This design comes from an exercise in tuning for small area, a short achievable clock period and few clock cycles per item on the open sky130 flow, not from production work.
Where RTL was checked, it was by simulation tests only, not by an equivalence proof against the original.

==> inputs of 11-21 <==
Design golay_codec, start of the top module:
module golay_codec (
    input  wire        clk,
    input  wire        rst,         
    input  wire        in_valid,
    output wire        in_ready,
    input  wire [1:0]  in_op,       
    input  wire [23:0] in_word,
    output reg         out_valid,
    input  wire        out_ready,
    output reg  [23:0] out_word,
    output reg         out_fail
);
==> module golay_parity, before the edit <==
module golay_parity (
    input  wire [11:0] m,
    output wire [11:0] p
);
    wire x12 = m[1] ^ m[11];
    wire x13 = m[4] ^ m[7];
    wire x14 = m[5] ^ m[8];
    wire x15 = m[0] ^ m[3];
    wire x16 = m[2] ^ m[9];
    wire x17 = m[6] ^ m[10];
    wire x18 = m[4] ^ x12;
    wire x19 = m[10] ^ x12;
    wire x20 = m[9] ^ m[11];
    wire x21 = x14 ^ x16;
    wire x22 = m[6] ^ x12;
    wire x23 = m[2] ^ m[11];
    wire x24 = m[7] ^ x19;
    wire x25 = x15 ^ x23;
    wire x26 = x13 ^ x21;
    wire x27 = x17 ^ x20;
    wire x28 = m[8] ^ x22;
    wire x29 = m[5] ^ x18;
    wire x30 = m[8] ^ x25;
    wire x31 = m[0] ^ x13;
    wire x32 = x14 ^ x27;
    wire x33 = m[0] ^ x14;
    wire x34 = m[7] ^ x25;
    wire x35 = m[3] ^ x16;
    wire x36 = m[1] ^ x15;
    wire x37 = m[0] ^ x16;
    wire x38 = x24 ^ x33;
    wire x39 = m[3] ^ x32;
    wire x40 = x27 ^ x31;
    wire x41 = m[9] ^ x15;
    wire x42 = x28 ^ x37;
    wire x43 = m[11] ^ x26;
    wire x44 = m[5] ^ m[6];
    wire x45 = x24 ^ x35;
    wire x46 = x34 ^ x44;
    wire x47 = x17 ^ x36;
    wire x48 = x26 ^ x47;
    wire x49 = x29 ^ x41;
    wire x50 = m[2] ^ x17;
    wire x51 = x29 ^ x50;
    wire x52 = m[3] ^ x13;
    wire x53 = m[4] ^ m[10];
    wire x54 = x28 ^ x52;
    wire x55 = x30 ^ x53;
    assign p[0] = x49;
    assign p[1] = x55;
    assign p[2] = x45;
    assign p[3] = x42;
    assign p[4] = x38;
    assign p[5] = x40;
    assign p[6] = x39;
    assign p[7] = x43;
    assign p[8] = x54;
    assign p[9] = x46;
    assign p[10] = x51;
    assign p[11] = x48;
endmodule
==> module golay_codec, before the edit <==
module golay_codec (
    input  wire        clk,
    input  wire        rst,         
    input  wire        in_valid,
    output wire        in_ready,
    input  wire [1:0]  in_op,       
    input  wire [23:0] in_word,
    output reg         out_valid,
    input  wire        out_ready,
    output reg  [23:0] out_word,
    output reg         out_fail
);
    wire        i_dec = in_op[1];
    wire        i_o23 = in_op[0];
    wire        i_w23 = i_o23 ? ~(^in_word[22:0]) : in_word[23];
    wire [11:0] i_wh  = {i_w23, in_word[22:12]};
    wire [11:0] i_hA, i_lA;
    golay_parity u_ph (.m(i_wh), .p(i_hA));
    golay_parity u_pl (.m(in_word[11:0]), .p(i_lA));
    wire [11:0] i_s  = in_word[11:0] ^ i_hA;
    wire [11:0] i_sa = i_wh ^ i_lA;
    wire adv = !out_valid || out_ready;
    reg  o_empty;
    always @(posedge clk) begin
        if (rst)
            o_empty <= 1'b1;
        else if (adv)
            o_empty <= !m_v;
    end
    assign in_ready = o_empty || out_ready;
    reg         m_v;
    reg  [1:0]  m_op;
    reg  [23:0] m_w;
    reg  [11:0] m_s, m_sa;
    always @(posedge clk) begin
        if (rst)
            m_v <= 1'b0;
        else if (adv)
            m_v <= in_valid;
    end
    always @(posedge clk) begin
        if (adv) begin
            m_op <= in_op;
            m_w  <= {i_wh, in_word[11:0]};
            m_s  <= i_s;
            m_sa <= i_sa;
        end
    end
    wire        m_dec = m_op[1];
    wire        m_o23 = m_op[0];
    wire [11:0] m_wh  = m_w[23:12];
    wire [4:0] m_ws, m_wa;
    golay_weight u_ws (.v(m_s),  .ge(m_ws));
    golay_weight u_wa (.v(m_sa), .ge(m_wa));
    wire [4:0]  m_ws_g = m_dec ? m_ws : 5'b00001;
    wire [4:0]  m_wa_g = m_dec ? m_wa : 5'b00000;
    wire [23:0] m_e;
    wire        m_dfail;
    golay_dec24 u_dec (.s(m_s), .sa(m_sa), .ws(m_ws_g), .wa(m_wa_g), .e(m_e), .fail(m_dfail));
    wire [23:0] m_c      = {m_wh, m_w[11:0]} ^ m_e;
    wire [23:0] result      = {m_c[23] & ~m_o23, m_c[22:0]};
    wire        result_fail = m_dfail;
    always @(posedge clk) begin
        if (rst)
            out_valid <= 1'b0;
        else if (adv)
            out_valid <= m_v;
    end
    always @(posedge clk) begin
        if (adv) begin
            out_word <= result;
            out_fail <= result_fail;
        end
    end
endmodule
Settings: LEC_CHECK=0, CAP_MARGIN=20, CORE_MARGIN=2, CORE_UTILIZATION=40, CTS_BUF_LIST=sky130_fd_sc_hd__clkbuf_4 sky130_fd_sc_hd__clkbuf_8, SLEW_MARGIN=20, TNS_END_PERCENT=30; clock period 10.0 ns.
standard.sh (not shown) runs the stock make flow with config.mk's settings and CLKGATE_MAP_FILE= SYNTH_SCRIPT=/design/flow/synth_recipe.tcl, a recipe that flattens the netlist after the stock synthesis.
==> flow/flow/run.sh <==
#!/bin/bash
set -euo pipefail
export MY_ABC_SCRIPT=$PWD/flow/abc.script
MARGIN=$(cat flow/margin.txt)
bash standard.sh SYNTH_SCRIPT=$PWD/flow/synth.tcl SETUP_SLACK_MARGIN=$MARGIN \
  "BUFFER_PORTS_ARGS=-buffer_cell sky130_fd_sc_hd__buf_1" finish > flow_standard.log 2>&1
==> flow/flow/abc.script <==
strash
&get -n
&fraig -x
&put
scorr
dc2
dretime
strash
&get -n
&dch -f
&nf {D}
&put
buffer -c
topo
stime -c
upsize -c
dnsize -c
==> flow/flow/margin.txt <==
5.6
==> flow/flow/synth.tcl <==
# The standard synthesis script (synth_recipe.tcl), with one change: ABC
# maps the logic with flow/abc.script instead of ORFS's abc_speed.script.
# Registers are mapped before ABC runs, so they are the standard ones.
proc synth {args} { yosys synth -nofsm -noshare {*}$args }
proc abc {args} {
  set i [lsearch -exact $args -script]
  if {$i >= 0} { lset args [expr {$i + 1}] $::env(MY_ABC_SCRIPT) }
  yosys abc {*}$args
}
source $::env(SCRIPTS_DIR)/synth.tcl
# left out here: clear keep_hierarchy, flatten, clean up, hide names made inside functions, write 1_2_yosys.v
==> 10-01 (differences from 11-21) <==
--- a/flow/design.v
+++ b/flow/design.v
@@ -1,63 +1,17 @@
 module golay_parity (
     input  wire [11:0] m,
-    output wire [11:0] p
+    output reg  [11:0] p
 );
-    wire x12 = m[1] ^ m[11];
-    wire x13 = m[4] ^ m[7];
-    wire x14 = m[5] ^ m[8];
-    wire x15 = m[0] ^ m[3];
-    wire x16 = m[2] ^ m[9];
-    wire x17 = m[6] ^ m[10];
-    wire x18 = m[4] ^ x12;
-    wire x19 = m[10] ^ x12;
-    wire x20 = m[9] ^ m[11];
-    wire x21 = x14 ^ x16;
-    wire x22 = m[6] ^ x12;
-    wire x23 = m[2] ^ m[11];
-    wire x24 = m[7] ^ x19;
-    wire x25 = x15 ^ x23;
-    wire x26 = x13 ^ x21;
-    wire x27 = x17 ^ x20;
-    wire x28 = m[8] ^ x22;
-    wire x29 = m[5] ^ x18;
-    wire x30 = m[8] ^ x25;
-    wire x31 = m[0] ^ x13;
-    wire x32 = x14 ^ x27;
-    wire x33 = m[0] ^ x14;
-    wire x34 = m[7] ^ x25;
-    wire x35 = m[3] ^ x16;
-    wire x36 = m[1] ^ x15;
-    wire x37 = m[0] ^ x16;
-    wire x38 = x24 ^ x33;
-    wire x39 = m[3] ^ x32;
-    wire x40 = x27 ^ x31;
-    wire x41 = m[9] ^ x15;
-    wire x42 = x28 ^ x37;
-    wire x43 = m[11] ^ x26;
-    wire x44 = m[5] ^ m[6];
-    wire x45 = x24 ^ x35;
-    wire x46 = x34 ^ x44;
-    wire x47 = x17 ^ x36;
-    wire x48 = x26 ^ x47;
-    wire x49 = x29 ^ x41;
-    wire x50 = m[2] ^ x17;
-    wire x51 = x29 ^ x50;
-    wire x52 = m[3] ^ x13;
-    wire x53 = m[4] ^ m[10];
-    wire x54 = x28 ^ x52;
-    wire x55 = x30 ^ x53;
-    assign p[0] = x49;
-    assign p[1] = x55;
-    assign p[2] = x45;
-    assign p[3] = x42;
-    assign p[4] = x38;
-    assign p[5] = x40;
-    assign p[6] = x39;
-    assign p[7] = x43;
-    assign p[8] = x54;
-    assign p[9] = x46;
-    assign p[10] = x51;
-    assign p[11] = x48;
+    localparam [143:0] A24 = {
+        12'b011111111111, 12'b110001110110, 12'b100011101101, 12'b100111011010,
+        12'b101110110100, 12'b111101101000, 12'b111011010001, 12'b110110100011,
+        12'b101101000111, 12'b111010001110, 12'b110100011101, 12'b101000111011
+    };
+    integer c;
+    always @(*) begin
+        for (c = 0; c < 12; c = c + 1)
+            p[c] = ^(m & A24[12*c +: 12]);
+    end
 endmodule
 module golay_weight (
     input  wire [11:0] v,
@@ -180,21 +134,14 @@
     wire        i_dec = in_op[1];
     wire        i_o23 = in_op[0];
     wire        i_w23 = i_o23 ? ~(^in_word[22:0]) : in_word[23];
-    wire [11:0] i_wh  = {i_w23, in_word[22:12]};
+    wire [11:0] i_wh  = {12{i_dec}} & {i_w23, in_word[22:12]};
     wire [11:0] i_hA, i_lA;
     golay_parity u_ph (.m(i_wh), .p(i_hA));
     golay_parity u_pl (.m(in_word[11:0]), .p(i_lA));
     wire [11:0] i_s  = in_word[11:0] ^ i_hA;
     wire [11:0] i_sa = i_wh ^ i_lA;
     wire adv = !out_valid || out_ready;
-    reg  o_empty;
-    always @(posedge clk) begin
-        if (rst)
-            o_empty <= 1'b1;
-        else if (adv)
-            o_empty <= !m_v;
-    end
-    assign in_ready = o_empty || out_ready;
+    assign in_ready = adv;
     reg         m_v;
     reg  [1:0]  m_op;
     reg  [23:0] m_w;
@@ -219,14 +166,12 @@
     wire [4:0] m_ws, m_wa;
     golay_weight u_ws (.v(m_s),  .ge(m_ws));
     golay_weight u_wa (.v(m_sa), .ge(m_wa));
-    wire [4:0]  m_ws_g = m_dec ? m_ws : 5'b00001;
-    wire [4:0]  m_wa_g = m_dec ? m_wa : 5'b00000;
     wire [23:0] m_e;
     wire        m_dfail;
-    golay_dec24 u_dec (.s(m_s), .sa(m_sa), .ws(m_ws_g), .wa(m_wa_g), .e(m_e), .fail(m_dfail));
-    wire [23:0] m_c      = {m_wh, m_w[11:0]} ^ m_e;
-    wire [23:0] result      = {m_c[23] & ~m_o23, m_c[22:0]};
-    wire        result_fail = m_dfail;
+    golay_dec24 u_dec (.s(m_s), .sa(m_sa), .ws(m_ws), .wa(m_wa), .e(m_e), .fail(m_dfail));
+    wire [23:0] m_c      = {m_wh, m_w[11:0]} ^ ({24{m_dec}} & m_e);
+    wire [23:0] result      = {(m_dec ? m_c[23] : m_sa[11]) & ~m_o23, m_dec ? m_c[22:12] : m_sa[10:0], m_c[11:0]};
+    wire        result_fail = m_dec & m_dfail;
     always @(posedge clk) begin
         if (rst)
             out_valid <= 1'b0;
==> flow/run.sh (new file) <==
#!/bin/bash
# synth_recipe.tcl (not shown) runs the flow's synth.tcl, then flattens the netlist and writes it again
# the make line also repeats each setting of config.mk as NAME=value (left out here)
make -C /OpenROAD-flow-scripts/flow DESIGN_CONFIG=/design/flow/config.mk WORK_HOME=/design/flow/orfs CLKGATE_MAP_FILE= SYNTH_SCRIPT=/design/flow/synth_recipe.tcl finish
--- a/flow/config.mk
+++ b/flow/config.mk
@@ -8,6 +8,5 @@
 export CAP_MARGIN = 20
 export CORE_MARGIN = 2
 export CORE_UTILIZATION = 40
-export CTS_BUF_LIST = sky130_fd_sc_hd__clkbuf_4 sky130_fd_sc_hd__clkbuf_8
+export SETUP_SLACK_MARGIN = 5
 export SLEW_MARGIN = 20
-export TNS_END_PERCENT = 30
removed: flow/flow/run.sh
removed: flow/flow/abc.script
removed: flow/flow/margin.txt
removed: flow/flow/synth.tcl
removed: flow/standard.sh
==> 05-11 (differences from 11-21) <==
--- a/flow/design.v
+++ b/flow/design.v
@@ -1,63 +1,17 @@
 module golay_parity (
     input  wire [11:0] m,
-    output wire [11:0] p
-);
-    wire x12 = m[1] ^ m[11];
-    wire x13 = m[4] ^ m[7];
-    wire x14 = m[5] ^ m[8];
-    wire x15 = m[0] ^ m[3];
-    wire x16 = m[2] ^ m[9];
-    wire x17 = m[6] ^ m[10];
-    wire x18 = m[4] ^ x12;
-    wire x19 = m[10] ^ x12;
-    wire x20 = m[9] ^ m[11];
-    wire x21 = x14 ^ x16;
-    wire x22 = m[6] ^ x12;
-    wire x23 = m[2] ^ m[11];
-    wire x24 = m[7] ^ x19;
-    wire x25 = x15 ^ x23;
-    wire x26 = x13 ^ x21;
-    wire x27 = x17 ^ x20;
-    wire x28 = m[8] ^ x22;
-    wire x29 = m[5] ^ x18;
-    wire x30 = m[8] ^ x25;
-    wire x31 = m[0] ^ x13;
-    wire x32 = x14 ^ x27;
-    wire x33 = m[0] ^ x14;
-    wire x34 = m[7] ^ x25;
-    wire x35 = m[3] ^ x16;
-    wire x36 = m[1] ^ x15;
-    wire x37 = m[0] ^ x16;
-    wire x38 = x24 ^ x33;
-    wire x39 = m[3] ^ x32;
-    wire x40 = x27 ^ x31;
-    wire x41 = m[9] ^ x15;
-    wire x42 = x28 ^ x37;
-    wire x43 = m[11] ^ x26;
-    wire x44 = m[5] ^ m[6];
-    wire x45 = x24 ^ x35;
-    wire x46 = x34 ^ x44;
-    wire x47 = x17 ^ x36;
-    wire x48 = x26 ^ x47;
-    wire x49 = x29 ^ x41;
-    wire x50 = m[2] ^ x17;
-    wire x51 = x29 ^ x50;
-    wire x52 = m[3] ^ x13;
-    wire x53 = m[4] ^ m[10];
-    wire x54 = x28 ^ x52;
-    wire x55 = x30 ^ x53;
-    assign p[0] = x49;
-    assign p[1] = x55;
-    assign p[2] = x45;
-    assign p[3] = x42;
-    assign p[4] = x38;
-    assign p[5] = x40;
-    assign p[6] = x39;
-    assign p[7] = x43;
-    assign p[8] = x54;
-    assign p[9] = x46;
-    assign p[10] = x51;
-    assign p[11] = x48;
+    output reg  [11:0] p
+);
+    localparam [143:0] A24 = {
+        12'b011111111111, 12'b110001110110, 12'b100011101101, 12'b100111011010,
+        12'b101110110100, 12'b111101101000, 12'b111011010001, 12'b110110100011,
+        12'b101101000111, 12'b111010001110, 12'b110100011101, 12'b101000111011
+    };
+    integer c;
+    always @(*) begin
+        for (c = 0; c < 12; c = c + 1)
+            p[c] = ^(m & A24[12*c +: 12]);
+    end
 endmodule
 module golay_weight (
     input  wire [11:0] v,
@@ -177,24 +131,48 @@
     output reg  [23:0] out_word,
     output reg         out_fail
 );
-    wire        i_dec = in_op[1];
-    wire        i_o23 = in_op[0];
-    wire        i_w23 = i_o23 ? ~(^in_word[22:0]) : in_word[23];
-    wire [11:0] i_wh  = {i_w23, in_word[22:12]};
-    wire [11:0] i_hA, i_lA;
-    golay_parity u_ph (.m(i_wh), .p(i_hA));
-    golay_parity u_pl (.m(in_word[11:0]), .p(i_lA));
-    wire [11:0] i_s  = in_word[11:0] ^ i_hA;
-    wire [11:0] i_sa = i_wh ^ i_lA;
     wire adv = !out_valid || out_ready;
-    reg  o_empty;
-    always @(posedge clk) begin
-        if (rst)
-            o_empty <= 1'b1;
+    reg         k_v;
+    reg  [1:0]  k_op;
+    reg  [23:0] k_w;
+    assign in_ready = !k_v;
+    wire take = in_valid && !k_v;
+    reg         r_v;
+    reg  [1:0]  r_op;
+    reg  [23:0] r_w;
+    always @(posedge clk) begin
+        if (rst)
+            k_v <= 1'b0;
+        else
+            k_v <= k_v ? !adv : (take && !adv);
+    end
+    always @(posedge clk) begin
+        if (!k_v) begin
+            k_op <= in_op;
+            k_w  <= in_word;
+        end
+    end
+    always @(posedge clk) begin
+        if (rst)
+            r_v <= 1'b0;
         else if (adv)
-            o_empty <= !m_v;
-    end
-    assign in_ready = o_empty || out_ready;
+            r_v <= k_v || take;
+    end
+    always @(posedge clk) begin
+        if (adv) begin
+            r_op <= k_v ? k_op : in_op;
+            r_w  <= k_v ? k_w  : in_word;
+        end
+    end
+    wire        r_dec = r_op[1];
+    wire        r_o23 = r_op[0];
+    wire        r_w23 = r_o23 ? ~(^r_w[22:0]) : r_w[23];
+    wire [11:0] r_wh  = {r_w23, r_w[22:12]};
+    wire [11:0] r_hA, r_lA;
+    golay_parity u_ph (.m(r_wh), .p(r_hA));
+    golay_parity u_pl (.m(r_w[11:0]), .p(r_lA));
+    wire [11:0] r_s  = r_w[11:0] ^ r_hA;
+    wire [11:0] r_sa = r_wh ^ r_lA;
     reg         m_v;
     reg  [1:0]  m_op;
     reg  [23:0] m_w;
@@ -203,14 +181,14 @@
         if (rst)
             m_v <= 1'b0;
         else if (adv)
-            m_v <= in_valid;
+            m_v <= r_v;
     end
     always @(posedge clk) begin
         if (adv) begin
-            m_op <= in_op;
-            m_w  <= {i_wh, in_word[11:0]};
-            m_s  <= i_s;
-            m_sa <= i_sa;
+            m_op <= r_op;
+            m_w  <= {r_wh, r_w[11:0]};
+            m_s  <= r_s;
+            m_sa <= r_sa;
         end
     end
     wire        m_dec = m_op[1];
==> flow/flow/margin.txt (replaced) <==
6.9
--- a/flow/config.mk
+++ b/flow/config.mk
@@ -10,4 +10,3 @@
 export CORE_UTILIZATION = 40
 export CTS_BUF_LIST = sky130_fd_sc_hd__clkbuf_4 sky130_fd_sc_hd__clkbuf_8
 export SLEW_MARGIN = 20
-export TNS_END_PERCENT = 30
==> flow_summary.toml <==
[floorplanning]
die_w_um = 136
die-area_um2 = 18400
fp.coreArea_um2 = 17100

[critical_path]
start_kind = "input port"
regToRegSetupSlack_ns = 5.73

[logic_synthesis]
syn_nets = 822
synth_common_cells = "xnor2_1 (104), edfxtp_1 (75), nand2_1 (64)"

[outcome]
status = "no timing/DRC/antenna violations"

[cells_and_area]
fin_nets = 879
buf_share = 0.0862
final_common_cell = "xnor2_1"

[placed_design]
detailed_place.area_um2 = 7170

[global_route]
grt_pass1_wl_um = 31300

[timing]
finalClockSkew_ns = 0.0166
the above is filed under 11-21

==> flow_summary.toml <==
[critical_path]
regToRegSetupSlack_ns = 5.31
start_kind = "input port"

[floorplanning]
fp.coreArea_um2 = 18800
die-area_um2 = 20500

[cells_and_area]
buf_share = 0.0767
final_common_cell = "xnor2_1"
fin_nets = 940

[outcome]
status = "no timing/DRC/antenna violations"

[logic_synthesis]
synth_common_cells = "xnor2_1 (105), nor2_1 (84), edfxtp_1 (75)"
syn_nets = 934

[timing]
finalClockSkew_ns = 0.00734

[placed_design]
detailed_place.area_um2 = 8420

[global_route]
grt_pass1_wl_um = 37000
the above is filed under 10-01

==> flow_summary.toml <==
[outcome]
status = "no timing/DRC/antenna violations"

[timing]
finalClockSkew_ns = 0.0167

[placed_design]
detailed_place.area_um2 = 9320

[cells_and_area]
fin_nets = 1121
buf_share = 0.150

[critical_path]
start_kind = "flop"

[floorplanning]
die_w_um = 153

[logic_synthesis]
synth_common_cells = "xnor2_1 (103), edfxtp_1 (101), nor2_1 (75)"
syn_nets = 923

[pwr]
the above is filed under 05-11

Testbench counts of 10-01, summed over its fixed seeds: cycles 16,016, items 16,000.
The RTL of 11-21 and 05-11 was laid out without a check of its function.

==> re-timing with driven ports <==
How much do the figures lean on ideal ports? The routed layouts below were timed once more, with nothing changed but the port constraints. Step 1, drivers: a clkbuf_16 drives clk and a buf_2 each remaining input, both assumed. Step 2 adds t to the input delays and takes it off the output delays; t is the mean of the earliest and latest rising clock arrival at the registers after step 1. Input paths then give back, and output paths get back, about the clock's delay inside the block. Slacks: no drivers / after step 1 / after step 2; pairs: no drivers / after step 1.
run	t (ns)	slack for setup (ns)	cell pins on the clock port's net
11-21	0.404	5.576 / 5.555 / 5.503	1
10-01	0.381	5.115 / 5.089 / 4.754	1
05-11	0.484	6.076 / 6.076 / 6.076	1
After both steps every run listed still meets setup and hold. The setup slack of 10-01, which loses most, moves by -0.026 ns with the drivers and by -0.361 ns with both steps.
